From an optimization exercise on the open Yosys and OpenROAD flow, aimed at small area, a short achievable clock period and few clock cycles per item; shortcuts taken in it are not production practice.
Function was checked by simulation only, so behaviour that the tests miss may differ from the original.
Power and IR drop assume default switching activity.

===== flow/config.mk =====
export PLATFORM = sky130hd
export DESIGN_NAME = adf4350_plan
export DESIGN_NICKNAME = adf4350_plan
export VERILOG_FILES = /design/flow/design.v
export SDC_FILE = /design/flow/constraint.sdc
export NUM_CORES = 4
export LEC_CHECK = 0
export ABC_CLOCK_PERIOD_IN_PS = 5000
export CAP_MARGIN = 20
export CORE_MARGIN = 2
export CORE_UTILIZATION = 40
export SETUP_SLACK_MARGIN = 1.0
export SLEW_MARGIN = 20

===== flow/flow/run.sh =====
#!/bin/bash
set -euo pipefail
export BUFFER_PORTS_ARGS="-buffer_cell sky130_fd_sc_hd__buf_2"
bash standard.sh > orfs_make.log 2>&1

===== flow/design.v =====
module adf4350_plan (
    input  wire        clk,
    input  wire        rst,           
    input  wire        in_valid,
    output wire        in_ready,
    input  wire [31:0] in_f,          
    input  wire [15:0] in_ref,        
    output wire        out_valid,
    input  wire        out_ready,
    output wire [2:0]  out_div,
    output wire [22:0] out_int,
    output wire [22:0] out_frac,
    output wire [22:0] out_mod
);
    reg        busy;
    reg        done;
    reg [3:0]  cnt;         
    reg [2:0]  div_r;
    reg [23:0] q_r;         
    reg        c_r;         
    reg [2:0]  r5;
    reg [22:0] rem;         
    reg [20:0] mod_q;       
    wire accept = in_valid & in_ready;
    assign in_ready  = ~busy & (~done | out_ready);
    assign out_valid = done;
    reg [2:0] div_sel;
    always @(*) begin
        if      (in_f < 32'd68750)   div_sel = 3'd6;
        else if (in_f < 32'd137500)  div_sel = 3'd5;
        else if (in_f < 32'd275000)  div_sel = 3'd4;
        else if (in_f < 32'd550000)  div_sel = 3'd3;
        else if (in_f < 32'd1100000) div_sel = 3'd2;
        else if (in_f < 32'd2200000) div_sel = 3'd1;
        else                         div_sel = 3'd0;
    end
    wire [5:0]  top_d5 = in_f[31:24] / 3'd5;
    wire [2:0]  top_r5 = in_f[31:24] % 3'd5;
    wire [23:0] f_sh   = div_sel[0] ? {in_f[22:0], 1'b0} : in_f[23:0];
    wire [20:0] mod25  = ({5'd0, in_ref} << 4) + ({5'd0, in_ref} << 3) + {5'd0, in_ref};
    wire        zero_in = (cnt < {2'b00, div_r[2:1]});
    wire        n1 = q_r[23] & ~zero_in;
    wire        n2 = q_r[22] & ~zero_in;
    wire [3:0]  t1  = {r5, n1};                  
    wire        c1  = (t1 >= 4'd5);
    wire [2:0]  r51 = c1 ? (t1 - 4'd5) : t1[2:0];
    wire [23:0] rs1 = {rem, c_r};
    wire [24:0] tr1 = {1'b0, rs1} - {2'b00, mod_q, 2'b00};
    wire        ge1 = ~tr1[24];
    wire [22:0] rm1 = ge1 ? tr1[22:0] : rs1[22:0];
    wire [3:0]  t2  = {r51, n2};
    wire        c2  = (t2 >= 4'd5);
    wire [2:0]  r52 = c2 ? (t2 - 4'd5) : t2[2:0];
    wire [23:0] rs2 = {rm1, c1};
    wire [24:0] tr2 = {1'b0, rs2} - {2'b00, mod_q, 2'b00};
    wire        ge2 = ~tr2[24];
    wire [22:0] rm2 = ge2 ? tr2[22:0] : rs2[22:0];
    assign out_div  = div_r;
    assign out_int  = q_r[22:0];
    assign out_frac = rem + {22'd0, c_r};
    assign out_mod  = {mod_q, 2'b00};
    always @(posedge clk) begin
        if (rst) begin
            busy <= 1'b0;
            done <= 1'b0;
        end else if (accept) begin
            busy <= 1'b1;
            done <= 1'b0;
        end else if (busy) begin
            if (cnt == 4'd0) begin
                busy <= 1'b0;
                done <= 1'b1;
            end
        end else if (out_ready) begin
            done <= 1'b0;
        end
        if (accept) begin
            div_r <= div_sel;
            cnt   <= 4'd11 + {2'b00, div_sel[2:1]};
            q_r   <= f_sh;
            c_r   <= top_d5[0];
            r5    <= top_r5;
            rem   <= {18'd0, top_d5[5:1]};
            mod_q <= mod25;
        end else if (busy) begin
            cnt <= cnt - 4'd1;
            q_r <= {q_r[21:0], ge1, ge2};
            c_r <= c2;
            r5  <= r52;
            rem <= rm2;
        end
    end
endmodule

===== flow/standard.sh =====
#!/bin/bash
# synth_recipe.tcl (not shown) runs the flow's synth.tcl, then flattens the netlist and writes it again
# the make line also repeats each setting of config.mk as NAME=value (left out here)
make -C /OpenROAD-flow-scripts/flow DESIGN_CONFIG=/design/flow/config.mk WORK_HOME=/design/flow/orfs CLKGATE_MAP_FILE= SYNTH_SCRIPT=/design/flow/synth_recipe.tcl "${@:-finish}"

===== flow/constraint.sdc =====
create_clock -name core_clock -period 7.0 [get_ports {clk}]
set_input_delay 1.4000 -clock core_clock [delete_from_list [all_inputs] [get_ports {clk}]]
set_output_delay 1.4000 -clock core_clock [all_outputs]
set_load 0.01 [all_outputs]

==> impl_metrics.env, run 1 <==
export IMPL_ant_nets=0
export IMPL_post_route_period_util_pct=79.95
export IMPL_synth_area_um2=8150
export IMPL_critical_path_arrival_ns=5.67
export IMPL_root_buffer="clkbuf_16"
export IMPL_rsz0062_at_grt="no"
export IMPL_layout_common_cells="buf_2 (123), nand2_1 (96), ha_1 (76), o21ai_0 (66), edfxtp_1 (61)"
export IMPL_drtPass1Iterations=4
export IMPL_required_ns=7.07
export IMPL_numCtsBuffers=9
export IMPL_grt_pass1_vias=6758
export IMPL_yosys_warnings=1
export IMPL_final_common_cell="buf_2"
export IMPL_r2r_slack_ns=1.40
export IMPL_leakagePower_nw=4.054
export IMPL_worstHoldPathCells=2
export IMPL_place_congestion=0.8901
export IMPL_worstPathMaxFanout=12
export IMPL_synth_top_area_share_pct=22.47
export IMPL_timing_rr_start="rem[1]"
export IMPL_place_hpwl_um=16360
export IMPL_worst_pin_slew_ns=0.8975
export IMPL_hold_viol_final=0
export IMPL_synth_edf_count=61
export IMPL_drv_cap=0
export IMPL_initial_utilization_pct=40.54
export IMPL_coreArea_um2=20100
export IMPL_vias=7001
export IMPL_setup_worst_path_class="register to register"
export IMPL_grt_pass1_wl_um=34240
export IMPL_ys_seq_area_share_pct=27.39
export IMPL_final_cells=1305
export IMPL_fmax_mhz=178.7
export IMPL_synth_largest_area_cell="edfxtp_1"
export IMPL_layout_min_cycle_time_ns=5.596
export IMPL_postCtsHoldBufs=0
export IMPL_hp_class="register to register"
export IMPL_powerDensity_nw_per_um2=414.4
export IMPL_r2r_cells=21
export IMPL_dr_first_iter_drc_count=360
export IMPL_fp_dieW_um=146.7
export IMPL_avgSynthCellArea_um2=8.671
export IMPL_wl_per_cell_um=15.91
export IMPL_yosys_register_bits=81
export IMPL_worstReg2RegEnd="rem[3]"
export IMPL_synth_area_top_cells="edfxtp_1 (22%), ha_1 (12%), mux2i_1 (5.0%), xnor2_1 (4.9%), dfxtp_1 (4.9%)"
export IMPL_holdPathEnd="done"
export IMPL_tns_ns=0
export IMPL_vias_per_cell=5.365
export IMPL_min_from="done"
export IMPL_grt_max_degree=67
export IMPL_vdd_drop_max_mv=0.1724
export IMPL_dieArea_um2=21530
export IMPL_drive_gt1_share_pct=17.10
export IMPL_clock_path_buffers=2
export IMPL_clk_pin_slew_worst_paths_ns=0.06
export IMPL_n_fill_cell=2006
export IMPL_skew_ns=0.01169
export IMPL_setup_viol=0
export IMPL_cp_start_kind="register"
export IMPL_io_buffers=123
export IMPL_ioPinCount=126
export IMPL_placed_cells=1288
export IMPL_drt_wl_total_um=20770
export IMPL_cts_htree_levels=3
export IMPL_grt_ovfl_total=0
export IMPL_postSynthCellCount=940
export IMPL_cts_tree="built"
export IMPL_endpoint_kind="register"
export IMPL_cts_sinks=81
export IMPL_antenna_found_initial=0
export IMPL_final_max_slew_viol_count=0
export IMPL_yosys_cell_types_count=68
export IMPL_grtUsageTotal_pct=19.62
export IMPL_die_h_um=146.7
export IMPL_status="finished clean"
export IMPL_ys_async_sr_fraction_pct=0
export IMPL_n_antenna_cell=0
export IMPL_drc=0
export IMPL_slew_headroom_pct=39.94
export IMPL_nNetsFinal=1173
export IMPL_synth_flop_cell="edfxtp_1"
export IMPL_num_rows=52
export IMPL_clock_latency_ns=0.35
export IMPL_syn_to_final_growth_pct=12.94
[power by group]
part           internal [mW]  total (mW)  switching, mW
combinational           1.16        2.57           1.41
sequential             0.669       0.786          0.117
clock                  0.261       0.459          0.199
[logic make-up after synthesis]
| kind of cell | Yosys count | synth area share [%] |
|---|---|---|
| adders and majority gates | 92 | 15.47 |
| AOI/OAI and AO/OA | 248 | 19.74 |
| and+or+nand+nor | 280 | 16.32 |
| buffers and inverters | 114 | 6.647 |
| DFF | 81 | 27.39 |
| muxes | 55 | 6.970 |
| other | 1 | 0.04601 |
| xor gates and xnor gates | 69 | 7.415 |
[synth_stat cells (4+ instances only)]
cell type	instances
or4_1	4
a221o_1	4
mux2_2	14
nor4_1	4
a2111oi_0	4
edfxtp_1	61
a211o_1	6
a211oi_1	11
a21o_1	13
o21a_1	17
nand3_1	27
xor2_1	23
nor3_1	24
nor2b_1	10
a31oi_1	12
o21ai_0	67
a221oi_1	4
o311ai_0	4
or3_1	6
dfxtp_1	20
or2_2	4
clkbuf_1	21
nand4_1	6
a21boi_0	8
fa_1	15
ha_1	76
buf_4	27
nand2_1	97
xnor2_1	46
a21oi_1	55
nor2_1	57
buf_2	4
and3_1	15
nand2b_1	12
nor3b_1	4
o221ai_1	5
inv_1	59
o22ai_1	10
mux2i_1	41
[cell type report]
class	instances	area, µm²	share of cell area, %
multi-input combinational	746	5443	59.13
sequential	81	2232	24.25
timing repair buffer	132	683.2	7.421
tap	270	337.8	3.670
clock buffer	12	256.5	2.786
inverter	60	225.2	2.447
clock inverter	4	27.53	0.2990
[per-stage QoR]
stage | worst slack, ns | hold WS (ns) | util, % | instance area, µm² | total power [mW]
after floorplan | 1.342 | 0.4983 | - | 8154 | 2.717
after global placement | 0.6435 | 0.5275 | 44.04 | 8853 | 3.255
after detailed placement | 0.4822 | 0.5343 | 44.04 | 8853 | 3.259
after CTS | 1.046 | 0.5457 | 45.59 | 9165 | 3.770
after global routing | 1.030 | 0.5820 | 45.79 | 9205 | 4.162
final | 1.404 | 0.5361 | 45.79 | 9205 | 3.815
[sequential cells by signal, summed over array words and instances, names as in the netlist]
register / flops
cnt: 4
mod_q: 21
q_r: 24
busy: 1
r5: 3
c_r: 1
rem: 23
div_r: 3
done: 1
[critical path, stage by stage, from the launching register on]
cell       delay [ns]
edfxtp_1         0.45
inv_1            0.09
ha_1             0.16
inv_1            0.06
fa_1             0.41
a211oi_1         0.30
nor2_1           0.14
o2111ai_2        0.29
a211oi_1         0.13
o21ai_0          0.23
and2_4           0.30
mux2_2           0.38
ha_1             0.33
nor2b_1          0.16
o31ai_1          0.43
a211o_1          0.26
a31oi_2          0.19
a2111oi_4        0.42
o21ai_4          0.08
buf_4            0.21
mux2_2           0.24
a21oi_1          0.06
[layer usage]
layer / vias up / track usage, % / routed length, µm
li1: 3601 / - / -
met1: 3228 / 27.55 / 10000
met2: 148 / 30.70 / 9311
met3: 24 / 4.161 / 1110
met4: 0 / 5.340 / 343
met5: - / 0 / 0
[how the worst max path moves through the flow]
stage	from	to	slack, ns
after global placement	rem[1]	rem[3]	0.64
after floorplan	rem[1]	rem[4]	1.34
after global routing	rem[1]	rem[15]	1.03
after detailed placement	rem[1]	rem[3]	0.48
final	rem[1]	rem[3]	1.40
after CTS	rem[1]	rem[3]	1.05
[repair_timing]
action,4_1_cts,5_1_grt
resized for setup,7,5
pin swaps,0,1
endpoints found under the setup margin,21,21
setup buffers,0,1
endpoints found under the hold margin,0,0
Testbench counts, summed over its fixed seeds: cycles 21,748, items 1,600.
==> inputs of run 2 (changes only) <==
--- a/flow/config.mk
+++ b/flow/config.mk
@@ -7,3 +7,3 @@
 export LEC_CHECK = 0
-export ABC_CLOCK_PERIOD_IN_PS = 5000
+export ABC_CLOCK_PERIOD_IN_PS = 4500
 export CAP_MARGIN = 20
@@ -11,3 +11,3 @@
 export CORE_UTILIZATION = 40
-export SETUP_SLACK_MARGIN = 1.0
+export SETUP_SLACK_MARGIN = 2.0
 export SLEW_MARGIN = 20
==> run 2 against run 1 <==
Still clean. Critical path depth increased by 2. Hold slack got worse by 0.0074 ns. Combinational power increased by 21%. Via count increased by 2.1%. First-iteration DRC count increased by 22%. Register-to-register slack improved by 0.49 ns. Area after synthesis unchanged. Clock skew decreased by 0.0054 ns. Wire length increased by 5.3%. Clock power increased by 6.8%. Critical path type unchanged. Critical endpoint is now rem[9].
==> impl_metrics.env, run 2 <==
export IMPL_status="finished clean"
export IMPL_place_hpwl_um=16340
export IMPL_powerDensity_nw_per_um2=453.6
export IMPL_synth_common_cells="nand2_1 (97), ha_1 (76), o21ai_0 (67)"
export IMPL_syn_to_final_growth_pct=18.99
export IMPL_wl_per_cell_um=16.47
export IMPL_die_h_um=146.7
export IMPL_synth_most_common_cell="nand2_1"
export IMPL_tns_ns=0
export IMPL_vias_per_cell=5.384
export IMPL_yosys_register_bits=81
export IMPL_synth_flop_cell="edfxtp_1"
export IMPL_clk_pin_slew_worst_paths_ns=0.06
export IMPL_setup_worst_path_class="register to register"
export IMPL_n_antenna_cell=0
export IMPL_grt_max_degree=67
export IMPL_ant_nets=0
export IMPL_clock_latency_ns=0.35
export IMPL_ioPinCount=126
export IMPL_drive_gt1_share_pct=22.02
export IMPL_holdPathEnd="done"
export IMPL_synth_largest_area_cell="edfxtp_1"
export IMPL_grt_ovfl_total=0
export IMPL_min_from="done"
export IMPL_required_ns=7.21
export IMPL_numCtsBuffers=9
export IMPL_final_common_cell="buf_2"
export IMPL_root_buffer="clkbuf_16"
export IMPL_antenna_found_initial=0
export IMPL_top_register="q_r"
export IMPL_synth_top_area_share_pct=22.47
export IMPL_reg_top3="q_r x24, rem x23, mod_q x21"
export IMPL_endpoint_kind="register"
export IMPL_largest_register_ffs=24
export IMPL_dr_first_iter_drc_count=439
export IMPL_setup_viol=0
export IMPL_worstReg2RegEnd="rem[9]"
export IMPL_post_route_period_util_pct=72.89
export IMPL_worstHoldPathCells=2
export IMPL_layout_min_cycle_time_ns=5.102
export IMPL_cts_sinks=81
export IMPL_clock_path_buffers=2
export IMPL_nNetsFinal=1196
export IMPL_cp_start_kind="register"
export IMPL_avgSynthCellArea_um2=8.671
export IMPL_initial_utilization_pct=40.54
export IMPL_dieArea_um2=21530
export IMPL_total_power_mw=4.399
export IMPL_grt_pass1_wl_um=35040
export IMPL_r2r_cells=23
export IMPL_slew_headroom_pct=53.30
export IMPL_num_rows=52
export IMPL_cts_tree="built"
export IMPL_synth_edf_count=61
export IMPL_place_congestion=0.9179
export IMPL_place_ws_ns=0.8461
export IMPL_drv_cap=0
export IMPL_grt_pass1_vias=6831
export IMPL_cts_htree_levels=3
export IMPL_worst_pin_slew_ns=0.6997
export IMPL_coreArea_um2=20100
export IMPL_regArea_um2=2233
export IMPL_io_buffers=123
export IMPL_hp_class="register to register"
export IMPL_layout_common_cells="buf_2 (123), nand2_1 (96), ha_1 (66), o21ai_0 (61), edfxtp_1 (61)"
export IMPL_final_max_slew_viol_count=0
export IMPL_synth_area_top_cells="edfxtp_1 (22%), ha_1 (12%), mux2i_1 (5.0%), xnor2_1 (4.9%), dfxtp_1 (4.9%)"
export IMPL_yosys_cell_types_count=68
export IMPL_drc=0
export IMPL_r2r_slack_ns=1.90
export IMPL_leakagePower_nw=4.198
export IMPL_vdd_drop_max_mv=0.2143
export IMPL_grtUsageTotal_pct=20.06
export IMPL_skew_ns=0.006321
export IMPL_worstPathMaxFanout=7
export IMPL_timing_rr_start="rem[1]"
export IMPL_rsz0062_at_grt="yes"
export IMPL_fp_dieW_um=146.7
export IMPL_hold_viol_final=0
export IMPL_drt_wl_total_um=21870
export IMPL_vias=7150
export IMPL_postSynthCellCount=940
export IMPL_drtPass1Iterations=5
export IMPL_ys_seq_area_share_pct=27.39
export IMPL_multiInputGateArea_um2=5694
export IMPL_critical_path_arrival_ns=5.32
export IMPL_fin_ws_ns=1.898
export IMPL_ys_async_sr_fraction_pct=0
export IMPL_fmax_mhz=196.0
export IMPL_synth_area_um2=8150
export IMPL_n_fill_cell=1941
export IMPL_yosys_warnings=1
run 2: critical path, cell delays in order, from the launching register on:
cell and delay [ns]:
edfxtp_1 0.40, inv_1 0.08, ha_2 0.18, inv_2 0.04, fa_2 0.34, a211oi_2 0.29, nor2_2 0.09, o2111ai_2 0.27
a211oi_2 0.13, o21ai_2 0.16, and2_4 0.23, buf_8 0.15, mux2_4 0.33, ha_4 0.26, a21o_1 0.20, a2111oi_4 0.29
buf_4 0.20, a31oi_4 0.12, a2111oi_4 0.44, o21ai_4 0.16, buf_12 0.18, buf_4 0.14, mux2i_4 0.18, o22ai_2 0.09
run 2: where the power goes:
group / total (mW) / switching (mW) / internal, mW / leakage [nW]
clock: 0.490 / 0.202 / 0.287 / 0.143
sequential: 0.791 / 0.122 / 0.669 / 0.763
combinational: 3.12 / 1.62 / 1.50 / 3.29
run 2: worst max-delay path by stage:
stage                   start      end  slack [ns]  cells after the start
global route        mod_q[11]   rem[3]        1.72                     20
finish                 rem[1]   rem[9]        1.90                     23
detailed placement     rem[1]  rem[13]        0.85                     21
floorplan              rem[1]   rem[4]        1.96                     23
global placement       rem[1]  rem[15]        0.98                     21
CTS                    rem[1]   rem[3]        1.99                     22
run 2: cell type report:
type	instances	area share, %
multi-input cells	746	58.71
clock inverters	4	0.5290
inverters	60	2.322
well taps	270	3.483
flip-flops and latches	81	23.03
clock buffers	12	2.542
repair buffers	155	9.379
run 2: repair_timing:
item | CTS | global route
endpoints found under the setup margin | 24 | 25
setup buffers | 12 | 11
hold buffers | 0 | 0
resized for setup | 17 | 34
cloned | 0 | 1
pin swaps | 9 | 14
run 2: per-layer routing:
| layer | GRT usage, % | vias to the layer above | wire (µm) |
|---|---|---|---|
| met2 | 32.16 | 156 | 10070 |
| met3 | 4.037 | 27 | 1101 |
| met5 | 0 | - | 0 |
| li1 | - | 3628 | - |
| met4 | 5.388 | 0 | 357 |
| met1 | 27.68 | 3339 | 10340 |
run 2: per-stage QoR:
step           instances  cell area [µm²]  util [%]  hold WS [ns]
6_report            1328             9698     48.24        0.5287
5_1_grt             1328             9698     48.24        0.5723
4_1_cts             1316             9433     46.92        0.5343
3_5_place_dp        1288             8955     44.54        0.5268
3_3_place_gp        1288             8955     44.54        0.5131
2_1_floorplan        941             8259         -        0.4983
run 2: kinds of logic after synthesis:
| family | after synthesis | synth area share (%) |
|---|---|---|
| simple gates | 280 | 16.32 |
| compound gates | 248 | 19.74 |
| buf+inv | 114 | 6.647 |
| fa+ha+maj | 92 | 15.47 |
| flops | 81 | 27.39 |
| xor+xnor | 69 | 7.415 |
| mux | 55 | 6.970 |
| other cells | 1 | 0.04601 |
==> inputs of run 3 (changes only) <==
--- a/flow/config.mk
+++ b/flow/config.mk
@@ -7,2 +7,3 @@
 export LEC_CHECK = 0
+export ABC_AREA = 1
 export ABC_CLOCK_PERIOD_IN_PS = 4500
@@ -11,3 +12,3 @@
 export CORE_UTILIZATION = 40
-export SETUP_SLACK_MARGIN = 2.0
+export SETUP_SLACK_MARGIN = 1.5
 export SLEW_MARGIN = 20
==> run 3 against run 2 <==
Still clean. Sequential power rose by 2%. Sequential share of layout area rose by 1.0 points. Combinational power fell by 8.7%. Cell count rose by 10%. Global-route usage fell by 0.27 points. Utilization fell by 2.1 points. Maximum frequency rose by 0.79%. Area after synthesis fell by 0.18%. First-iteration DRC count rose by 3.4%. Hold slack got worse by 0.0029 ns. Wire length fell by 2.2%. Critical path type unchanged. Critical endpoint is now rem[2].
==> impl_metrics.env, run 3 <==
export IMPL_r2r_cells=29
export IMPL_largest_register_ffs=24
export IMPL_clk_pin_slew_worst_paths_ns=0.06
export IMPL_p_int_mw=2.029
export IMPL_leakagePower_nw=4.592
export IMPL_p_sw_share_pct=50.63
export IMPL_synth_top_area_share_pct=22.52
export IMPL_cp_start_kind="register"
export IMPL_vdd_drop_max_mv=0.1728
export IMPL_dpl_cell_area_um2=8847
export IMPL_avgSynthCellArea_um2=7.470
export IMPL_drc=0
export IMPL_setup_viol=0
export IMPL_initial_utilization_pct=40.47
export IMPL_min_from="done"
export IMPL_reg_top3="q_r x24, rem x23, mod_q x21"
export IMPL_timing_rr_start="rem[1]"
export IMPL_coreArea_um2=20100
export IMPL_post_route_period_util_pct=72.32
export IMPL_grt_pass1_wl_um=34330
export IMPL_holdPathEnd="done"
export IMPL_critical_path_arrival_ns=5.14
export IMPL_status="finished clean"
export IMPL_clock_path_buffers=2
export IMPL_cts_sinks=81
export IMPL_root_buffer="clkbuf_16"
export IMPL_crit_slowest_cell="edfxtp_1"
export IMPL_endpoint_kind="register"
export IMPL_fp_dieW_um=146.6
export IMPL_vias_per_cell=5.075
export IMPL_hold_viol_final=0
export IMPL_antenna_found_initial=0
export IMPL_cp_num_buf_inv=4
export IMPL_worstReg2RegEnd="rem[2]"
export IMPL_place_ws_ns=1.300
export IMPL_synth_common_cells="nand2_1 (235), inv_1 (145), a21oi_1 (78)"
export IMPL_layout_common_cells="nand2_1 (232), inv_1 (143), buf_2 (123), a21oi_1 (78), ha_1 (76)"
export IMPL_fin_ws_ns=1.937
export IMPL_wl_per_cell_um=14.61
export IMPL_nNetsFinal=1332
export IMPL_switchingPower_mw=2.081
export IMPL_clock_latency_ns=0.35
export IMPL_postSynthCellCount=1089
export IMPL_r2r_slack_ns=1.94
export IMPL_drt_wl_total_um=21400
export IMPL_numCtsBuffers=9
export IMPL_final_max_slew_viol_count=0
export IMPL_fin_area_um2=9276
export IMPL_dieArea_um2=21490
export IMPL_path_delay_family="compound AO/OA/AOI/OAI gates"
export IMPL_hp_class="register to register"
export IMPL_dr_first_iter_drc_count=454
export IMPL_drive_gt1_share_pct=17.17
export IMPL_yosys_warnings=1
export IMPL_sequentialPowerShare_pct=19.7
export IMPL_slew_headroom_pct=40.34
export IMPL_whs_ns=0.5258
export IMPL_drv_cap=0
export IMPL_postCtsHoldBufs=0
export IMPL_drtPass1Iterations=5
export IMPL_place_hpwl_um=16560
export IMPL_ioPinCount=126
export IMPL_synth_largest_area_cell="edfxtp_1"
export IMPL_synth_area_um2=8135
export IMPL_placed_cells=1441
export IMPL_synth_area_top_cells="edfxtp_1 (23%), ha_1 (12%), nand2_1 (11%), inv_1 (6.7%), xor2_1 (5.1%)"
export IMPL_top_register="q_r"
export IMPL_required_ns=7.08
export IMPL_total_power_mw=4.110
export IMPL_yosys_cell_types_count=56
export IMPL_p_comb_share_pct=69.4
export IMPL_rsz0062_at_grt="yes"
export IMPL_setup_worst_path_class="register to register"
export IMPL_grt_max_degree=52
export IMPL_grtUsageTotal_pct=19.79
export IMPL_place_congestion=0.8628
export IMPL_powerDensity_nw_per_um2=443.1
export IMPL_n_antenna_cell=0
export IMPL_worstPathMaxFanout=12
export IMPL_grt_pass1_vias=6949
export IMPL_die_h_um=146.6
export IMPL_final_common_cell="nand2_1"
export IMPL_synth_flop_cell="edfxtp_1"
export IMPL_cts_tree="built"
export IMPL_ys_async_sr_fraction_pct=0
export IMPL_vias=7430
export IMPL_cp_slowest_stage_delay_ns=0.44
export IMPL_num_rows=52
export IMPL_cts_htree_levels=3
export IMPL_fmax_mhz=197.5
export IMPL_final_util_pct=46.14
export IMPL_io_buffers=123
export IMPL_cp_common_cell="nand2_1"
export IMPL_skew_ns=0.005466
export IMPL_worst_pin_slew_ns=0.8937
export IMPL_grt_ovfl_total=0
export IMPL_worstHoldPathCells=2
export IMPL_startpoint="rem[1]"
export IMPL_n_fill_cell=2059
export IMPL_ys_seq_area_share_pct=27.44
export IMPL_pwr_share_clk_pct=10.9
export IMPL_tns_ns=0
export IMPL_final_cells=1464
export IMPL_syn_to_final_growth_pct=14.03
export IMPL_ant_nets=0
export IMPL_yosys_register_bits=81
export IMPL_synth_edf_count=61
export IMPL_layout_min_cycle_time_ns=5.063
export IMPL_synth_most_common_cell="nand2_1"
run 3: how the worst max path moves through the flow:
stage | to | cells after the start
floorplan | rem[3] | 31
finish | rem[2] | 29
CTS | rem[19] | 30
detailed placement | rem[19] | 29
global route | rem[2] | 29
global placement | rem[19] | 29
run 3: cell families (layout without fill, tap and decap cells):
group | count (synthesis) | in the layout | share of synthesized area, %
buf+inv | 200 | 302 | 10.57
xor+xnor | 63 | 63 | 6.782
other cells | 1 | 2 | 0.04610
mux | 6 | 6 | 0.8920
fa+ha+maj | 91 | 91 | 15.38
flops | 81 | 81 | 27.44
compound gates | 225 | 225 | 15.61
simple gates | 422 | 424 | 23.29
run 3: worst register-to-register path: cells and delay by family, from the launching register on:
kind	cells	cell delay, ns
fa+ha+maj	3	0.91
simple gates	12	1.45
buf+inv	4	0.49
compound gates	10	1.51
flops	1	0.44
run 3: final cells by class:
cell class | count | area [µm²] | share of cell area [%]
clock inverter | 6 | 43.79 | 0.4721
clock buffer | 10 | 229.0 | 2.468
timing repair buffer | 133 | 724.4 | 7.810
multi-input combinational | 811 | 5131 | 55.31
sequential | 81 | 2232 | 24.06
inverter | 153 | 578.1 | 6.231
tap | 270 | 337.8 | 3.642
run 3: power by group through the flow:
stage               logic (mW)  clock network [mW]  registers (mW)
finish                    2.85               0.450           0.809
global route              3.21               0.476           0.828
CTS                       2.65               0.460           0.806
detailed placement        2.63                   0           0.815
global placement          2.62                   0           0.816
floorplan                 2.07                   0           0.775
run 3: repair_timing:
action | CTS | global route
hold endpoints to repair | 0 | 0
setup endpoints to repair | 12 | 23
gates resized for setup | 1 | 18
buffers inserted | 0 | 4
gates cloned | 0 | 3
run 3: per-layer routing:
| metal | vias to the layer above | global-route usage (%) | wire [µm] |
|---|---|---|---|
| li1 | 3833 | - | - |
| met1 | 3382 | 28.43 | 10480 |
| met2 | 198 | 30.75 | 9470 |
| met3 | 17 | 3.688 | 1217 |
| met4 | 0 | 4.903 | 227 |
| met5 | - | 0 | 0 |
==> inputs of run 4 (changes only) <==
--- a/flow/config.mk
+++ b/flow/config.mk
@@ -12,2 +12,3 @@
 export CORE_UTILIZATION = 40
+export CTS_BUF_LIST = sky130_fd_sc_hd__clkbuf_4 sky130_fd_sc_hd__clkbuf_8
 export SETUP_SLACK_MARGIN = 1.5
==> run 4 against run 3 <==
Register-to-register slack got worse by 0.06 ns. Hold slack improved by 0.0026 ns. Synthesized cell count did not move. Still clean on timing, DRC and antenna. Via count fell by 0.16%. Combinational power barely moved. Cell count did not move. First-iteration DRC count rose by 17%. Design area fell by 1.1%. Sequential power barely moved.
==> impl_metrics.env, run 4 <==
export IMPL_status="finished clean"
export IMPL_synth_top_area_share_pct=22.52
export IMPL_synth_area_um2=8135
export IMPL_rsz0062_at_grt="yes"
export IMPL_synth_most_common_cell="nand2_1"
export IMPL_layout_common_cells="nand2_1 (232), inv_1 (143), buf_2 (123), a21oi_1 (78), ha_1 (76)"
export IMPL_slew_headroom_pct=39.46
export IMPL_required_ns=7.14
export IMPL_worstPathMaxFanout=12
export IMPL_final_max_slew_viol_count=0
export IMPL_place_congestion=0.8628
export IMPL_drive_gt1_share_pct=17.25
export IMPL_r2r_slack_ns=1.88
export IMPL_die_h_um=146.6
export IMPL_initial_utilization_pct=40.47
export IMPL_layout_min_cycle_time_ns=5.121
export IMPL_drv_cap=0
export IMPL_yosys_warnings=1
export IMPL_cts_htree_levels=3
export IMPL_synth_flop_cell="edfxtp_1"
export IMPL_dieArea_um2=21490
export IMPL_dr_first_iter_drc_count=533
export IMPL_yosys_cell_types_count=56
export IMPL_largest_register_ffs=24
export IMPL_setup_worst_path_class="register to register"
export IMPL_avgSynthCellArea_um2=7.470
export IMPL_vias=7418
export IMPL_crit_slowest_cell="edfxtp_1"
export IMPL_final_cells=1464
export IMPL_cts_sinks=81
export IMPL_hold_viol_final=0
export IMPL_root_buffer="clkbuf_8"
export IMPL_setup_viol=0
export IMPL_clock_latency_ns=0.39
export IMPL_ant_nets=0
export IMPL_drt_wl_total_um=21310
export IMPL_leakagePower_nw=4.548
export IMPL_cts_tree="built"
export IMPL_reg_top3="q_r x24, rem x23, mod_q x21"
export IMPL_place_hpwl_um=16560
export IMPL_powerDensity_nw_per_um2=432.4
export IMPL_synth_area_top_cells="edfxtp_1 (23%), ha_1 (12%), nand2_1 (11%), inv_1 (6.7%), xor2_1 (5.1%)"
export IMPL_nNetsFinal=1332
export IMPL_wl_per_cell_um=14.56
export IMPL_ys_async_sr_fraction_pct=0
export IMPL_grt_pass1_wl_um=34210
export IMPL_vdd_drop_max_mv=0.1746
export IMPL_coreArea_um2=20100
export IMPL_vias_per_cell=5.067
export IMPL_total_power_mw=3.965
export IMPL_syn_to_final_growth_pct=12.72
export IMPL_synth_edf_count=61
export IMPL_ioPinCount=126
export IMPL_fmax_mhz=195.3
export IMPL_grtUsageTotal_pct=19.74
export IMPL_postSynthCellCount=1089
export IMPL_top_register="q_r"
export IMPL_synth_largest_area_cell="edfxtp_1"
export IMPL_drc=0
export IMPL_path_delay_family="simple AND/OR/NAND/NOR gates"
export IMPL_clk_pin_slew_worst_paths_ns=0.09
export IMPL_endpoint_kind="register"
export IMPL_clock_path_buffers=2
export IMPL_n_fill_cell=2069
export IMPL_hp_class="register to register"
export IMPL_cp_num_buf_inv=4
export IMPL_critical_path_arrival_ns=5.26
export IMPL_cp_common_cell="nand2_1"
export IMPL_fp_dieW_um=146.6
export IMPL_n_antenna_cell=0
export IMPL_num_rows=52
export IMPL_skew_ns=0.009088
export IMPL_fin_ws_ns=1.879
export IMPL_fin_area_um2=9170
export IMPL_grt_pass1_vias=6934
export IMPL_placed_cells=1441
export IMPL_yosys_register_bits=81
export IMPL_cp_slowest_stage_delay_ns=0.45
export IMPL_tns_ns=0
export IMPL_dpl_cell_area_um2=8847
export IMPL_io_buffers=123
export IMPL_cp_start_kind="register"
export IMPL_worst_pin_slew_ns=0.9069
export IMPL_grt_ovfl_total=0
export IMPL_grt_max_degree=52
export IMPL_synth_common_cells="nand2_1 (235), inv_1 (145), a21oi_1 (78)"
export IMPL_final_common_cell="nand2_1"
export IMPL_numCtsBuffers=9
export IMPL_postCtsHoldBufs=0
export IMPL_antenna_found_initial=0
export IMPL_drtPass1Iterations=7
export IMPL_ys_seq_area_share_pct=27.44
export IMPL_place_ws_ns=1.300
export IMPL_post_route_period_util_pct=73.16
## run 4: layer usage
metal / share of wire [%] / global-route usage, % / routed length, µm / vias to the layer above
met1: 49 / 28.40 / 10400 / 3390
met4: 1.3 / 4.563 / 286 / 0
met3: 5.9 / 3.875 / 1262 / 17
li1: - / - / - / 3828
met5: 0 / 0 / 0 / -
met2: 44 / 30.61 / 9362 / 183
## run 4: power breakdown
part | switching (mW) | internal [mW] | leakage, nW | total, mW
combinational | 1.72 | 1.10 | 3.70 | 2.83
clock | 0.195 | 0.133 | 0.0800 | 0.328
sequential | 0.132 | 0.677 | 0.765 | 0.808
total | 2.05 | 1.91 | 4.55 | 3.96
## run 4: timing repair
item | CTS | global route
setup endpoints to repair | 12 | 23
setup buffers | 0 | 4
gates cloned | 0 | 3
pin swaps | 0 | 0
resized for setup | 1 | 16
## run 4: cell type report
class,instances,area (µm²),share of cell area (%)
clock buffers,10,131.4,1.433
inverters,153,578.1,6.304
well taps,270,337.8,3.684
flip-flops and latches,81,2232,24.34
repair buffers,133,724.4,7.900
multi-input cells,811,5122,55.86
clock inverters,6,43.79,0.4776
## run 4: metrics by stage
| stage | hold WS [ns] | util (%) |
|---|---|---|
| 2_1_floorplan | 0.4794 | - |
| 3_3_place_gp | 0.5148 | 44.01 |
| 3_5_place_dp | 0.5109 | 44.01 |
| 4_1_cts | 0.5277 | 44.92 |
| 5_1_grt | 0.5793 | 45.61 |
| 6_report | 0.5284 | 45.61 |
## run 4: final timing paths
path               start     end  depth (start not counted)
setup / recovery  rem[1]  rem[3]                         29
hold / removal      done    done                          2
setup reg to reg  rem[1]  rem[3]                         29
hold reg to reg     done    done                          2
## run 4: cells by family after synthesis
logic type                 after synthesis  share of synthesized area, %
AOI/OAI and AO/OA                      225                         15.61
xor gates and xnor gates                63                         6.782
adders and majority gates               91                         15.38
buffers and inverters                  200                         10.57
DFF                                     81                         27.44
muxes                                    6                        0.8920
other                                    1                       0.04610
and+or+nand+nor                        422                         23.29
## run 4: tightest hold or removal path: cells and delay by family (launching register included)
kind | cells | cell delay [ns]
compound gates | 1 | 0.11
flops | 1 | 0.33
simple gates | 1 | 0.05
==> inputs of run 5 (changes only) <==
==> flow/flow/run.sh (replaced) <==
#!/bin/bash
set -euo pipefail
export BUFFER_PORTS_ARGS="-buffer_cell sky130_fd_sc_hd__buf_1"
bash standard.sh > orfs_make.log 2>&1
--- a/flow/config.mk
+++ b/flow/config.mk
@@ -8,3 +8,2 @@
 export ABC_AREA = 1
-export ABC_CLOCK_PERIOD_IN_PS = 4500
 export CAP_MARGIN = 20
@@ -12,4 +11,3 @@
 export CORE_UTILIZATION = 40
-export CTS_BUF_LIST = sky130_fd_sc_hd__clkbuf_4 sky130_fd_sc_hd__clkbuf_8
-export SETUP_SLACK_MARGIN = 1.5
+export SETUP_SLACK_MARGIN = 1.8
 export SLEW_MARGIN = 20
==> run 5 against run 4 <==
Still clean. Design area up 1.2%. Synthesized cell count is the same. Sequential cell count is the same. Clock power grew 52%. Die area unchanged. Via count decreased by 0.65%. Sequential share of layout area fell by 0.28 points. Cell count increased by 0.55%. Utilization rose by 0.54 points. Wire length is 1.9% lower. Largest cell class unchanged. Highest routed layer unchanged.
==> impl_metrics.env, run 5 <==
export IMPL_timing_rr_start="rem[1]"
export IMPL_leakagePower_nw=4.312
export IMPL_drv_cap=0
export IMPL_ant_nets=0
export IMPL_io_buffers=123
export IMPL_drt_wl_total_um=20920
export IMPL_whs_ns=0.5269
export IMPL_multiInputGateArea_um2=5179
export IMPL_setup_worst_path_class="register to register"
export IMPL_numCtsBuffers=9
export IMPL_synth_top_area_share_pct=22.52
export IMPL_ys_seq_area_share_pct=27.44
export IMPL_place_hpwl_um=16040
export IMPL_endpoint="rem[4]"
export IMPL_cts_tree="built"
export IMPL_hold_viol_final=0
export IMPL_ioPinCount=126
export IMPL_synth_flop_cell="edfxtp_1"
export IMPL_ys_async_sr_fraction_pct=0
export IMPL_synth_area_top_cells="edfxtp_1 (23%), ha_1 (12%), nand2_1 (11%), inv_1 (6.7%), xor2_1 (5.1%)"
export IMPL_status="finished clean"
export IMPL_final_common_cell="nand2_1"
export IMPL_required_ns=7.10
export IMPL_skew_ns=0.009640
export IMPL_synth_area_um2=8135
export IMPL_yosys_cell_types_count=56
export IMPL_r2r_cells=32
export IMPL_dr_first_iter_drc_count=379
export IMPL_die_h_um=146.6
export IMPL_num_rows=52
export IMPL_synth_edf_count=61
export IMPL_worstPathMaxFanout=8
export IMPL_cp_common_cell="nand2_1"
export IMPL_grtUsageTotal_pct=19.24
export IMPL_grt_pass1_vias=6878
export IMPL_powerDensity_nw_per_um2=459.2
export IMPL_worstHoldPathCells=2
export IMPL_vdd_drop_max_mv=0.1999
export IMPL_fp_dieW_um=146.6
export IMPL_worstReg2RegEnd="rem[4]"
export IMPL_layout_common_cells="nand2_1 (232), inv_1 (143), buf_1 (123), a21oi_1 (75), ha_1 (75)"
export IMPL_nNetsFinal=1340
export IMPL_clock_latency_ns=0.36
export IMPL_setup_viol=0
export IMPL_clock_path_buffers=2
export IMPL_coreArea_um2=20100
export IMPL_postCtsHoldBufs=0
export IMPL_reg_top3="q_r x24, rem x23, mod_q x21"
export IMPL_cts_htree_levels=3
export IMPL_yosys_warnings=1
export IMPL_hp_class="register to register"
export IMPL_grt_ovfl_total=0
export IMPL_antenna_found_initial=0
export IMPL_tns_ns=0
export IMPL_worst_pin_slew_ns=1.009
export IMPL_wl_per_cell_um=14.21
export IMPL_largest_register_ffs=24
export IMPL_post_route_period_util_pct=68.64
export IMPL_synth_most_common_cell="nand2_1"
export IMPL_grt_pass1_wl_um=33730
export IMPL_top_register="q_r"
export IMPL_cts_sinks=81
export IMPL_initial_utilization_pct=40.47
export IMPL_endpoint_kind="register"
export IMPL_synth_common_cells="nand2_1 (235), inv_1 (145), a21oi_1 (78)"
export IMPL_fmax_mhz=208.1
export IMPL_vias=7370
export IMPL_crit_slowest_cell="edfxtp_1"
export IMPL_n_fill_cell=2078
export IMPL_n_antenna_cell=0
export IMPL_avgSynthCellArea_um2=7.470
export IMPL_drive_gt1_share_pct=8.319
export IMPL_grt_max_degree=52
export IMPL_vias_per_cell=5.007
export IMPL_dieArea_um2=21490
export IMPL_root_buffer="clkbuf_16"
export IMPL_critical_path_arrival_ns=4.91
export IMPL_layout_min_cycle_time_ns=4.805
export IMPL_drtPass1Iterations=6
export IMPL_fin_ws_ns=2.195
export IMPL_postSynthCellCount=1089
export IMPL_rsz0062_at_grt="no"
export IMPL_cp_slowest_stage_delay_ns=0.43
export IMPL_regArea_um2=2232
export IMPL_cp_start_kind="register"
export IMPL_synth_largest_area_cell="edfxtp_1"
export IMPL_slew_headroom_pct=32.48
export IMPL_final_max_slew_viol_count=0
export IMPL_place_ws_ns=1.394
export IMPL_clk_pin_slew_worst_paths_ns=0.06
export IMPL_startpoint="rem[1]"
export IMPL_yosys_register_bits=81
export IMPL_syn_to_final_growth_pct=14.04
export IMPL_r2r_slack_ns=2.20
export IMPL_drc=0
export IMPL_place_congestion=0.8501
-- run 5: cell counts after synthesis --
Identical to the previous run, type by type.
-- run 5: through the flow --
step / power, mW / instances / utilization, % / instance area (µm²)
2_1_floorplan: 2.848 / 1090 / - / 8139
3_3_place_gp: 3.383 / 1442 / 43.28 / 8701
3_5_place_dp: 3.394 / 1442 / 43.28 / 8701
4_1_cts: 3.949 / 1459 / 44.90 / 9026
5_1_grt: 4.701 / 1472 / 46.15 / 9278
6_report: 4.260 / 1472 / 46.15 / 9278
-- run 5: cells by family (layout without fill, tap and decap cells) --
| logic type | count (synthesis) | count (layout) | synth area share (%) |
|---|---|---|---|
| AND/OR/NAND/NOR | 422 | 424 | 23.29 |
| AO/OA/AOI/OAI | 225 | 225 | 15.61 |
| buffers and inverters | 200 | 310 | 10.57 |
| adder cells (fa/ha/maj) | 91 | 91 | 15.38 |
| flip-flops | 81 | 81 | 27.44 |
| XOR/XNOR | 63 | 63 | 6.782 |
| multiplexers | 6 | 6 | 0.8920 |
| other | 1 | 2 | 0.04610 |
-- run 5: critical path, delay by kind of cell (launching register included) --
family	cells	cell delay [ns]
adder cells (fa/ha/maj)	3	0.98
AND/OR/NAND/NOR	14	1.44
flip-flops	1	0.43
AO/OA/AOI/OAI	10	1.18
buffers and inverters	5	0.51
-- run 5: how the worst min path moves through the flow --
stage	to	slack, ns	startpoint
3_5_place_dp	rem[20]	0.52	rem[20]
2_1_floorplan	rem[22]	0.48	rem[22]
4_1_cts	rem[20]	0.53	rem[20]
3_3_place_gp	rem[20]	0.53	rem[20]
5_1_grt	done	0.57	done
6_report	rem[20]	0.53	rem[20]
-- run 5: power by group --
group | internal [mW] | leakage, nW | switching (mW) | total [mW]
clock network | 0.280 | 0.146 | 0.216 | 0.497
logic | 1.20 | 3.40 | 1.77 | 2.97
registers | 0.677 | 0.765 | 0.120 | 0.797
total | 2.16 | 4.31 | 2.10 | 4.26
-- run 5: layout make-up --
| type | count | area share [%] |
|---|---|---|
| well taps | 270 | 3.641 |
| multi-input cells | 811 | 55.82 |
| inverters | 153 | 6.231 |
| clock buffers | 9 | 2.428 |
| repair buffers | 141 | 6.972 |
| clock inverters | 7 | 0.8496 |
| flip-flops and latches | 81 | 24.06 |
-- run 5: timing repair --
item                                    in CTS  in global routing
pin swaps                                    0                  5
setup buffers                                0                 11
endpoints found under the setup margin      22                 23
resized for setup                            4                 32
gates cloned                                 1                  2
-- run 5: per-layer routing --
layer,vias up,global-route usage (%),wire (µm)
met5,-,0,0
met4,0,3.835,183
met3,13,3.969,995
met2,149,30.40,9337
met1,3366,27.33,10400
li1,3842,-,-
==> inputs of run 6 (changes only) <==
--- a/flow/config.mk
+++ b/flow/config.mk
@@ -8,2 +8,3 @@
 export ABC_AREA = 1
+export ABC_CLOCK_PERIOD_IN_PS = 4000
 export CAP_MARGIN = 20
@@ -11,3 +12,3 @@
 export CORE_UTILIZATION = 40
-export SETUP_SLACK_MARGIN = 1.8
+export SETUP_SLACK_MARGIN = 2.0
 export SLEW_MARGIN = 20
==> run 6 against run 5 <==
Still clean on timing, DRC and antenna. Critical path depth shrank 3. Register-to-register slack gained 0.06 ns. Combinational power about the same. Global-route usage up 0.24 points. Utilization up 0.22 points. Area after synthesis stayed put. Clock power barely moved. Via count up 0.23%. Critical path type unchanged. Critical endpoint is now rem[3].
==> impl_metrics.env, run 6 <==
export IMPL_synth_area_top_cells="edfxtp_1 (23%), ha_1 (12%), nand2_1 (11%), inv_1 (6.7%), xor2_1 (5.1%)"
export IMPL_n_antenna_cell=0
export IMPL_wl_per_cell_um=14.27
export IMPL_dieArea_um2=21490
export IMPL_synth_common_cells="nand2_1 (235), inv_1 (145), a21oi_1 (78)"
export IMPL_endpoint="rem[3]"
export IMPL_avgSynthCellArea_um2=7.470
export IMPL_fmax_mhz=210.9
export IMPL_rsz0062_at_grt="yes"
export IMPL_drive_gt1_share_pct=9.318
export IMPL_setup_viol=0
export IMPL_hp_class="register to register"
export IMPL_vias=7387
export IMPL_top_register="q_r"
export IMPL_clock_latency_ns=0.36
export IMPL_post_route_period_util_pct=67.72
export IMPL_critical_path_arrival_ns=4.84
export IMPL_grt_ovfl_total=0
export IMPL_ys_async_sr_fraction_pct=0
export IMPL_reg_top3="q_r x24, rem x23, mod_q x21"
export IMPL_dr_first_iter_drc_count=355
export IMPL_fp_dieW_um=146.6
export IMPL_synth_most_common_cell="nand2_1"
export IMPL_syn_to_final_growth_pct=14.58
export IMPL_clk_pin_slew_worst_paths_ns=0.07
export IMPL_num_rows=52
export IMPL_multiInputGateArea_um2=5229
export IMPL_drc=0
export IMPL_startpoint="rem[1]"
export IMPL_worst_pin_slew_ns=1.007
export IMPL_drt_wl_total_um=21000
export IMPL_grt_pass1_wl_um=34100
export IMPL_grt_pass1_vias=6943
export IMPL_regArea_um2=2233
export IMPL_largest_register_ffs=24
export IMPL_r2r_cells=29
export IMPL_clock_path_buffers=2
export IMPL_r2r_slack_ns=2.26
export IMPL_antenna_found_initial=0
export IMPL_status="finished clean"
export IMPL_tns_ns=0
export IMPL_timing_rr_start="rem[1]"
export IMPL_initial_utilization_pct=40.47
export IMPL_yosys_register_bits=81
export IMPL_place_congestion=0.8501
export IMPL_synth_top_area_share_pct=22.52
export IMPL_cp_slowest_stage_delay_ns=0.43
export IMPL_numCtsBuffers=9
export IMPL_synth_largest_area_cell="edfxtp_1"
export IMPL_ys_seq_area_share_pct=27.44
export IMPL_io_buffers=123
export IMPL_layout_min_cycle_time_ns=4.741
export IMPL_yosys_warnings=1
export IMPL_root_buffer="clkbuf_16"
export IMPL_leakagePower_nw=4.317
export IMPL_worstReg2RegEnd="rem[3]"
export IMPL_yosys_cell_types_count=56
export IMPL_postSynthCellCount=1089
export IMPL_place_hpwl_um=16040
export IMPL_nNetsFinal=1340
export IMPL_synth_area_um2=8135
export IMPL_powerDensity_nw_per_um2=458.8
export IMPL_n_fill_cell=2071
export IMPL_skew_ns=0.009085
export IMPL_required_ns=7.10
export IMPL_ant_nets=0
export IMPL_drv_cap=0
export IMPL_hold_viol_final=0
export IMPL_coreArea_um2=20100
export IMPL_setup_worst_path_class="register to register"
export IMPL_final_util_pct=46.37
export IMPL_drtPass1Iterations=5
export IMPL_synth_edf_count=61
export IMPL_endpoint_kind="register"
export IMPL_worstPathMaxFanout=9
export IMPL_final_max_slew_viol_count=0
export IMPL_synth_flop_cell="edfxtp_1"
export IMPL_layout_common_cells="nand2_1 (231), inv_1 (143), buf_1 (122), ha_1 (74), a21oi_1 (73)"
export IMPL_grt_max_degree=52
export IMPL_vdd_drop_max_mv=0.2068
export IMPL_vias_per_cell=5.018
export IMPL_die_h_um=146.6
export IMPL_ioPinCount=126
export IMPL_crit_slowest_cell="edfxtp_1"
export IMPL_grtUsageTotal_pct=19.48
export IMPL_cts_sinks=81
export IMPL_final_common_cell="nand2_1"
export IMPL_cp_start_kind="register"
export IMPL_cts_htree_levels=3
export IMPL_cts_tree="built"
export IMPL_slew_headroom_pct=32.64
==> run 6: kinds of logic (layout without fill, tap and decap cells) <==
kind of cell               after synthesis  count (layout)  synth area share (%)
and+or+nand+nor                        422             424                 23.29
AOI/OAI and AO/OA                      225             225                 15.61
buffers and inverters                  200             310                 10.57
adders and majority gates               91              91                 15.38
DFF                                     81              81                 27.44
xor gates and xnor gates                63              63                 6.782
muxes                                    6               6                0.8920
other                                    1               2               0.04610
==> run 6: worst max-delay path: cells and delay by family (launching register included) <==
family / cells / cell delay [ns]
simple gates: 13 / 1.46
buf+inv: 4 / 0.44
compound gates: 9 / 1.27
flops: 1 / 0.43
fa+ha+maj: 3 / 0.89
==> run 6: timing repair <==
action                     CTS  global route
pin swaps                    0             7
gates resized for setup     17            34
setup buffers                3             7
hold buffers                 0             0
setup endpoints to repair   23            29
cloned                       2             2
==> run 6: routing by layer <==
layer  track usage [%]  wire, µm  vias up
met4             4.223       238        0
met5                 0         0        -
li1                  -         -     3847
met3             3.969       928       15
met2             30.59      9368      144
met1             27.72     10460     3381
==> run 6: cell type report <==
type / count / area share, %
clock buffers: 9 / 2.416
clock inverters: 7 / 0.8456
inverters: 153 / 6.201
multi-input cells: 811 / 56.09
flip-flops and latches: 81 / 23.96
well taps: 270 / 3.624
repair buffers: 141 / 6.859
==> run 6: per-stage QoR <==
step / power (mW) / std cells / cell area [µm²] / hold slack, ns / setup slack [ns]
after floorplan: 2.848 / 1090 / 8139 / 0.4794 / 2.413
after global placement: 3.383 / 1442 / 8701 / 0.5255 / 1.562
after detailed placement: 3.394 / 1442 / 8701 / 0.5198 / 1.394
after CTS: 4.053 / 1463 / 9106 / 0.5291 / 2.045
after global routing: 4.708 / 1472 / 9321 / 0.5728 / 1.893
final: 4.277 / 1472 / 9321 / 0.5317 / 2.259
==> run 6: worst min path at each step <==
| stage | depth (start not counted) | startpoint | end |
|---|---|---|---|
| final | 2 | rem[20] | rem[20] |
| after global routing | 2 | done | done |
| after CTS | 2 | rem[20] | rem[20] |
| after detailed placement | 2 | rem[20] | rem[20] |
| after global placement | 2 | rem[20] | rem[20] |
| after floorplan | 2 | rem[22] | rem[22] |
==> run 6: report_power, final <==
group          switching, mW  total (mW)  internal [mW]  leakage, nW
Sequential             0.120       0.798          0.678        0.765
Clock                  0.218       0.498          0.280        0.146
Combinational           1.79        2.98           1.19         3.41
Total                   2.13        4.28           2.15         4.32
==> inputs of run 7 (changes only) <==
--- a/flow/config.mk
+++ b/flow/config.mk
@@ -8,3 +8,3 @@
 export ABC_AREA = 1
-export ABC_CLOCK_PERIOD_IN_PS = 4000
+export ABC_CLOCK_PERIOD_IN_PS = 3400
 export CAP_MARGIN = 20
==> run 7 against run 6 <==
Area after synthesis unchanged. Utilization unchanged. Via count unchanged. Combinational power about the same. Non-clock buffer count unchanged. Still clean on timing, DRC and antenna.
==> impl_metrics.env, run 7 <==
export IMPL_sequentialPowerShare_pct=18.7
export IMPL_postSynthCellCount=1089
export IMPL_required_ns=7.10
export IMPL_rsz0062_at_grt="yes"
export IMPL_clk_pin_slew_worst_paths_ns=0.07
export IMPL_setup_viol=0
export IMPL_drv_cap=0
export IMPL_cts_sinks=81
export IMPL_worst_pin_slew_ns=1.007
export IMPL_skew_ns=0.009085
export IMPL_yosys_cell_types_count=56
export IMPL_clock_latency_ns=0.36
export IMPL_nNetsFinal=1340
export IMPL_hold_viol_final=0
export IMPL_p_comb_share_pct=69.7
export IMPL_hp_class="register to register"
export IMPL_regArea_um2=2233
export IMPL_worstPathMaxFanout=9
export IMPL_place_hpwl_um=16040
export IMPL_crit_slowest_cell="edfxtp_1"
export IMPL_vias=7387
export IMPL_grt_pass1_wl_um=34100
export IMPL_drc=0
export IMPL_cp_start_kind="register"
export IMPL_synth_top_area_share_pct=22.52
export IMPL_clock_path_buffers=2
export IMPL_yosys_register_bits=81
export IMPL_pwr_share_clk_pct=11.6
export IMPL_drt_wl_total_um=21000
export IMPL_grt_pass1_vias=6943
export IMPL_synth_area_um2=8135
export IMPL_cts_tree="built"
export IMPL_synth_area_top_cells="edfxtp_1 (23%), ha_1 (12%), nand2_1 (11%), inv_1 (6.7%), xor2_1 (5.1%)"
export IMPL_setup_worst_path_class="register to register"
export IMPL_coreArea_um2=20100
export IMPL_multiInputGateArea_um2=5229
export IMPL_grt_ovfl_total=0
export IMPL_final_max_slew_viol_count=0
export IMPL_switchingPower_mw=2.131
export IMPL_layout_min_cycle_time_ns=4.741
export IMPL_layout_common_cells="nand2_1 (231), inv_1 (143), buf_1 (122), ha_1 (74), a21oi_1 (73)"
export IMPL_ant_nets=0
export IMPL_synth_largest_area_cell="edfxtp_1"
export IMPL_tns_ns=0
export IMPL_postCtsHoldBufs=0
export IMPL_synth_most_common_cell="nand2_1"
export IMPL_ioPinCount=126
export IMPL_powerDensity_nw_per_um2=458.8
export IMPL_drtPass1Iterations=5
export IMPL_reg_top3="q_r x24, rem x23, mod_q x21"
export IMPL_avgSynthCellArea_um2=7.470
export IMPL_synth_edf_count=61
export IMPL_cts_htree_levels=3
export IMPL_antenna_found_initial=0
export IMPL_root_buffer="clkbuf_16"
export IMPL_dieArea_um2=21490
export IMPL_leakagePower_nw=4.317
export IMPL_whs_ns=0.5317
export IMPL_yosys_warnings=1
export IMPL_numCtsBuffers=9
export IMPL_synth_flop_cell="edfxtp_1"
export IMPL_drive_gt1_share_pct=9.318
export IMPL_ys_seq_area_share_pct=27.44
export IMPL_vias_per_cell=5.018
export IMPL_io_buffers=123
export IMPL_syn_to_final_growth_pct=14.58
export IMPL_cp_slowest_stage_delay_ns=0.43
export IMPL_final_common_cell="nand2_1"
export IMPL_largest_register_ffs=24
export IMPL_status="finished clean"
export IMPL_slew_headroom_pct=32.64
export IMPL_num_rows=52
export IMPL_vdd_drop_max_mv=0.2068
export IMPL_n_fill_cell=2071
export IMPL_p_int_mw=2.146
export IMPL_endpoint_kind="register"
export IMPL_top_register="q_r"
export IMPL_critical_path_arrival_ns=4.84
export IMPL_fmax_mhz=210.9
export IMPL_place_ws_ns=1.394
export IMPL_ys_async_sr_fraction_pct=0
export IMPL_initial_utilization_pct=40.47
export IMPL_post_route_period_util_pct=67.72
export IMPL_grt_max_degree=52
export IMPL_p_sw_share_pct=49.83
export IMPL_n_antenna_cell=0
export IMPL_total_power_mw=4.277
export IMPL_place_congestion=0.8501
export IMPL_wl_per_cell_um=14.27
export IMPL_fp_dieW_um=146.6
export IMPL_grtUsageTotal_pct=19.48
export IMPL_synth_common_cells="nand2_1 (235), inv_1 (145), a21oi_1 (78)"
export IMPL_fin_ws_ns=2.259
export IMPL_dr_first_iter_drc_count=355
export IMPL_die_h_um=146.6
-- run 7: cell counts in the layout (fill, tap and decap cells not counted) --
Identical to the previous run, type by type.
-- run 7: worst paths after layout --
path / from / slack [ns] / depth (start not counted) / endpoint
hold reg to reg: rem[20] / 0.53 / 2 / rem[20]
setup reg to reg: rem[1] / 2.26 / 29 / rem[3]
hold / removal: rem[20] / 0.53 / 2 / rem[20]
setup / recovery: rem[1] / 2.26 / 29 / rem[3]
-- run 7: logic make-up (layout without fill, tap and decap cells) --
group                    Yosys count  count (layout)  share of synthesized area (%)
AND/OR/NAND/NOR                  422             424                          23.29
AO/OA/AOI/OAI                    225             225                          15.61
buffers and inverters            200             310                          10.57
adder cells (fa/ha/maj)           91              91                          15.38
flip-flops                        81              81                          27.44
XOR/XNOR                          63              63                          6.782
multiplexers                       6               6                         0.8920
other                              1               2                        0.04610
-- run 7: layout make-up --
cell class	count	share of cell area [%]
clock buffer	9	2.416
tap	270	3.624
inverter	153	6.201
clock inverter	7	0.8456
multi-input combinational	811	56.09
timing repair buffer	141	6.859
sequential	81	23.96
-- run 7: repair_timing --
item / 4_1_cts / 5_1_grt
endpoints found under the setup margin: 23 / 29
gates resized for setup: 17 / 34
cloned: 2 / 2
buffers inserted: 3 / 7
pin swaps: 0 / 7
-- run 7: power by group through the flow --
stage / Combinational [mW] / Clock [mW] / Sequential (mW)
CTS: 2.75 / 0.507 / 0.796
finish: 2.98 / 0.498 / 0.798
global route: 3.36 / 0.530 / 0.818
global placement: 2.58 / 0 / 0.806
floorplan: 2.07 / 0 / 0.775
detailed placement: 2.59 / 0 / 0.807
-- run 7: stage by stage --
stage	std cells	instance area, µm²	utilization [%]
final	1472	9321	46.37
after global routing	1472	9321	46.37
after CTS	1463	9106	45.30
after detailed placement	1442	8701	43.28
after global placement	1442	8701	43.28
after floorplan	1090	8139	-
-- run 7: per-layer routing --
metal	vias to the layer above	global-route usage (%)	share of wire, %
li1	3847	-	-
met5	-	0	0
met4	0	4.223	1.1
met3	15	3.969	4.4
met1	3381	27.72	50
met2	144	30.59	45
-- run 7: critical path, delay by kind of cell (launching register included) --
kind	cells	cell delay, ns
simple gates	13	1.46
compound gates	9	1.27
flops	1	0.43
buf+inv	4	0.44
fa+ha+maj	3	0.89
==> inputs of run 8 (changes only) <==
--- a/flow/config.mk
+++ b/flow/config.mk
@@ -8,6 +8,5 @@
 export ABC_AREA = 1
-export ABC_CLOCK_PERIOD_IN_PS = 3400
 export CAP_MARGIN = 20
 export CORE_MARGIN = 2
-export CORE_UTILIZATION = 40
+export CORE_UTILIZATION = 55
 export SETUP_SLACK_MARGIN = 2.0
==> run 8 against run 7 <==
Wire length about the same. First-iteration DRC count rose by 27%. Maximum frequency fell by 1.7%. Total power is 2.3% higher. Critical path type unchanged.
==> impl_metrics.env, run 8 <==
export IMPL_status="finished clean"
export IMPL_ioPinCount=126
export IMPL_leakagePower_nw=4.373
export IMPL_root_buffer="clkbuf_16"
export IMPL_num_rows=44
export IMPL_final_util_pct=64.27
export IMPL_numCtsBuffers=9
export IMPL_grt_ovfl_total=0
export IMPL_critical_path_arrival_ns=4.89
export IMPL_synth_edf_count=61
export IMPL_synth_largest_area_cell="edfxtp_1"
export IMPL_ys_seq_area_share_pct=27.44
export IMPL_timing_rr_start="mod_q[16]"
export IMPL_grt_pass1_wl_um=33640
export IMPL_reg_top3="q_r x24, rem x23, mod_q x21"
export IMPL_fin_ws_ns=2.180
export IMPL_postSynthCellCount=1089
export IMPL_endpoint_kind="register"
export IMPL_post_route_period_util_pct=68.86
export IMPL_r2r_slack_ns=2.18
export IMPL_grt_max_degree=52
export IMPL_setup_worst_path_class="register to register"
export IMPL_p_sw_share_pct=49.47
export IMPL_yosys_mux_area_fraction_pct=0.8920
export IMPL_pwr_share_clk_pct=10.2
export IMPL_fp_dieW_um=125.6
export IMPL_synth_top_family_by_area="simple AND/OR/NAND/NOR gates"
export IMPL_switchingPower_mw=2.165
export IMPL_dr_first_iter_drc_count=450
export IMPL_crit_slowest_cell="a2111oi_4"
export IMPL_powerDensity_nw_per_um2=470.4
export IMPL_cts_tree="built"
export IMPL_yosys_register_bits=81
export IMPL_ant_nets=0
export IMPL_antenna_found_initial=0
export IMPL_grtUsageTotal_pct=26.22
export IMPL_synth_flop_cell="edfxtp_1"
export IMPL_synth_most_common_cell="nand2_1"
export IMPL_required_ns=7.07
export IMPL_vias=7510
export IMPL_synthSimpleGateAreaFrac_pct=23.29
export IMPL_synthAdderAreaFrac_pct=15.38
export IMPL_cts_sinks=81
export IMPL_worstReg2RegEnd="q_r[0]"
export IMPL_clock_path_buffers=2
export IMPL_cp_num_buf_inv=5
export IMPL_path_delay_family="compound AO/OA/AOI/OAI gates"
export IMPL_synth_area_um2=8135
export IMPL_drive_gt1_share_pct=10.16
export IMPL_top_register="q_r"
export IMPL_cp_common_cell="o21ai_2"
export IMPL_vdd_drop_max_mv=0.2167
export IMPL_layout_min_cycle_time_ns=4.820
export IMPL_coreArea_um2=14480
export IMPL_layout_common_cells="nand2_1 (231), inv_1 (139), buf_1 (122), ha_1 (75), a21oi_1 (74)"
export IMPL_drt_wl_total_um=21000
export IMPL_synthXorXnorAreaFrac_pct=6.783
export IMPL_place_congestion=0.9006
export IMPL_synth_area_top_cells="edfxtp_1 (23%), ha_1 (12%), nand2_1 (11%), inv_1 (6.7%), xor2_1 (5.1%)"
export IMPL_nNetsFinal=1349
export IMPL_drv_cap=0
export IMPL_yosys_warnings=1
export IMPL_whs_ns=0.5273
export IMPL_cts_htree_levels=3
export IMPL_tns_ns=0
export IMPL_r2r_cells=27
export IMPL_worstPathMaxFanout=8
export IMPL_die_h_um=125.6
export IMPL_skew_ns=0.009766
export IMPL_drtPass1Iterations=5
export IMPL_syn_to_final_growth_pct=14.38
export IMPL_io_buffers=123
export IMPL_wl_per_cell_um=15.05
export IMPL_n_antenna_cell=0
export IMPL_synth_compound_area_share_pct=15.61
export IMPL_final_common_cell="nand2_1"
export IMPL_final_max_slew_viol_count=0
export IMPL_slew_headroom_pct=39.33
export IMPL_total_power_mw=4.377
export IMPL_drc=0
export IMPL_postCtsHoldBufs=0
export IMPL_dieArea_um2=15780
export IMPL_avgSynthCellArea_um2=7.470
export IMPL_min_from="rem[16]"
export IMPL_yosys_cell_types_count=56
export IMPL_worst_pin_slew_ns=0.9088
export IMPL_place_hpwl_um=15710
export IMPL_cp_slowest_stage_delay_ns=0.43
export IMPL_setup_viol=0
export IMPL_rsz0062_at_grt="no"
export IMPL_sequentialPowerShare_pct=18.4
export IMPL_p_int_mw=2.212
export IMPL_hold_viol_final=0
export IMPL_holdPathEnd="rem[16]"
export IMPL_cp_start_kind="register"
export IMPL_synth_common_cells="nand2_1 (235), inv_1 (145), a21oi_1 (78)"
export IMPL_clock_latency_ns=0.34
export IMPL_vias_per_cell=5.384
export IMPL_hp_class="register to register"
export IMPL_fmax_mhz=207.5
export IMPL_worstHoldPathCells=2
export IMPL_largest_register_ffs=24
export IMPL_ys_async_sr_fraction_pct=0
export IMPL_place_ws_ns=1.459
export IMPL_initial_utilization_pct=56.19
export IMPL_grt_pass1_vias=6988
export IMPL_synth_top_area_share_pct=22.52
export IMPL_p_comb_share_pct=71.4
export IMPL_clk_pin_slew_worst_paths_ns=0.07
## run 8: changes by cell type in the layout (fill, tap and decap cells not counted), moves of 2 or more
cell,change
buf_4,+7
inv_1,-4
inv_2,+4
nand3_1,-4
nand3_2,+4
clkbuf_1,+3
nor3_2,-3
a21oi_2,-2
buf_6,-2
clkinv_4,-2
nor3_1,+2
## run 8: power groups by stage
stage	registers, mW	clock network [mW]	logic (mW)
after floorplan	0.775	0	2.07
after global placement	0.805	0	2.56
after detailed placement	0.809	0	2.57
after CTS	0.799	0.454	2.74
after global routing	0.822	0.471	3.49
final	0.805	0.445	3.13
## run 8: final cells by class
type	instances	area (µm²)
clock inverters	4	28.78
flip-flops and latches	81	2233
repair inverters	1	5.005
well taps	184	230.2
fillers	1370	5174
clock buffers	12	236.5
multi-input cells	811	5246
repair buffers	149	747.0
inverters	153	578.1
## run 8: how the worst max path moves through the flow
stage              start     end  cells past startpoint
6_report       mod_q[16]  q_r[0]                     27
5_1_grt        mod_q[16]  q_r[0]                     27
4_1_cts           rem[1]  q_r[0]                     30
3_5_place_dp      rem[1]  q_r[0]                     30
3_3_place_gp      rem[1]  q_r[0]                     30
2_1_floorplan     rem[1]  rem[3]                     31
## run 8: worst min-delay path, delay by kind of cell (launching register included)
| family | cells | cell delay [ns] |
|---|---|---|
| AO/OA/AOI/OAI | 1 | 0.05 |
| AND/OR/NAND/NOR | 1 | 0.07 |
| flip-flops | 1 | 0.37 |
## run 8: repair_timing
item / CTS / global route
gates cloned: 2 / 4
endpoints found under the setup margin: 22 / 28
buffers inserted: 1 / 15
pin swaps: 0 / 21
gates resized for setup: 15 / 45
## run 8: stage by stage
stage,instances,cell area [µm²]
final,1395,9305
after floorplan,1090,8139
after global routing,1395,9305
after detailed placement,1357,8598
after global placement,1357,8598
after CTS,1376,8976
## run 8: cells by family after synthesis
| group | Yosys count |
|---|---|
| DFF | 81 |
| muxes | 6 |
| AOI/OAI and AO/OA | 225 |
| and+or+nand+nor | 422 |
| other | 1 |
| adders and majority gates | 91 |
| buffers and inverters | 200 |
| xor gates and xnor gates | 63 |
## run 8: per-layer routing
layer	share of wire, %	GRT usage (%)	vias to the layer above
li1	-	-	3863
met4	1.8	7.386	0
met1	47	36.62	3434
met3	5.4	4.163	21
met5	0	0	-
met2	45	42.42	192

re-timing with driven ports:
The flow's constraints put no driver on any port. The routed layouts listed below were extracted and timed again, unchanged, in two steps.
Step 1, drivers: a clkbuf_16 drives clk and a buf_2 each remaining input, both assumed.
Step 2 moves the port delays by t, midway between the first and last clock arrival at a register: inputs arrive t later, outputs are due t later. That takes back most of the time a late clock gives input paths.
Three values: ideal, step 1, step 2; two values: the first two.
run	t, ns	slack for setup (ns)	latest minus earliest clock arrival (ns)
run 1	0.392	1.404 / 1.404 / 1.404	0.014 / 0.014
run 2	0.392	1.898 / 1.898 / 1.898	0.010 / 0.009
run 3	0.397	1.937 / 1.937 / 1.937	0.007 / 0.008
run 4	0.421	1.879 / 1.879 / 1.879	0.014 / 0.014
run 5	0.399	2.195 / 2.195 / 1.966	0.012 / 0.012
run 6	0.400	2.259 / 2.259 / 2.008	0.011 / 0.011
run 7	0.400	2.259 / 2.259 / 2.008	0.011 / 0.011
run 8	0.383	2.180 / 2.180 / 2.098	0.010 / 0.010
After both steps every run listed still meets setup and hold.
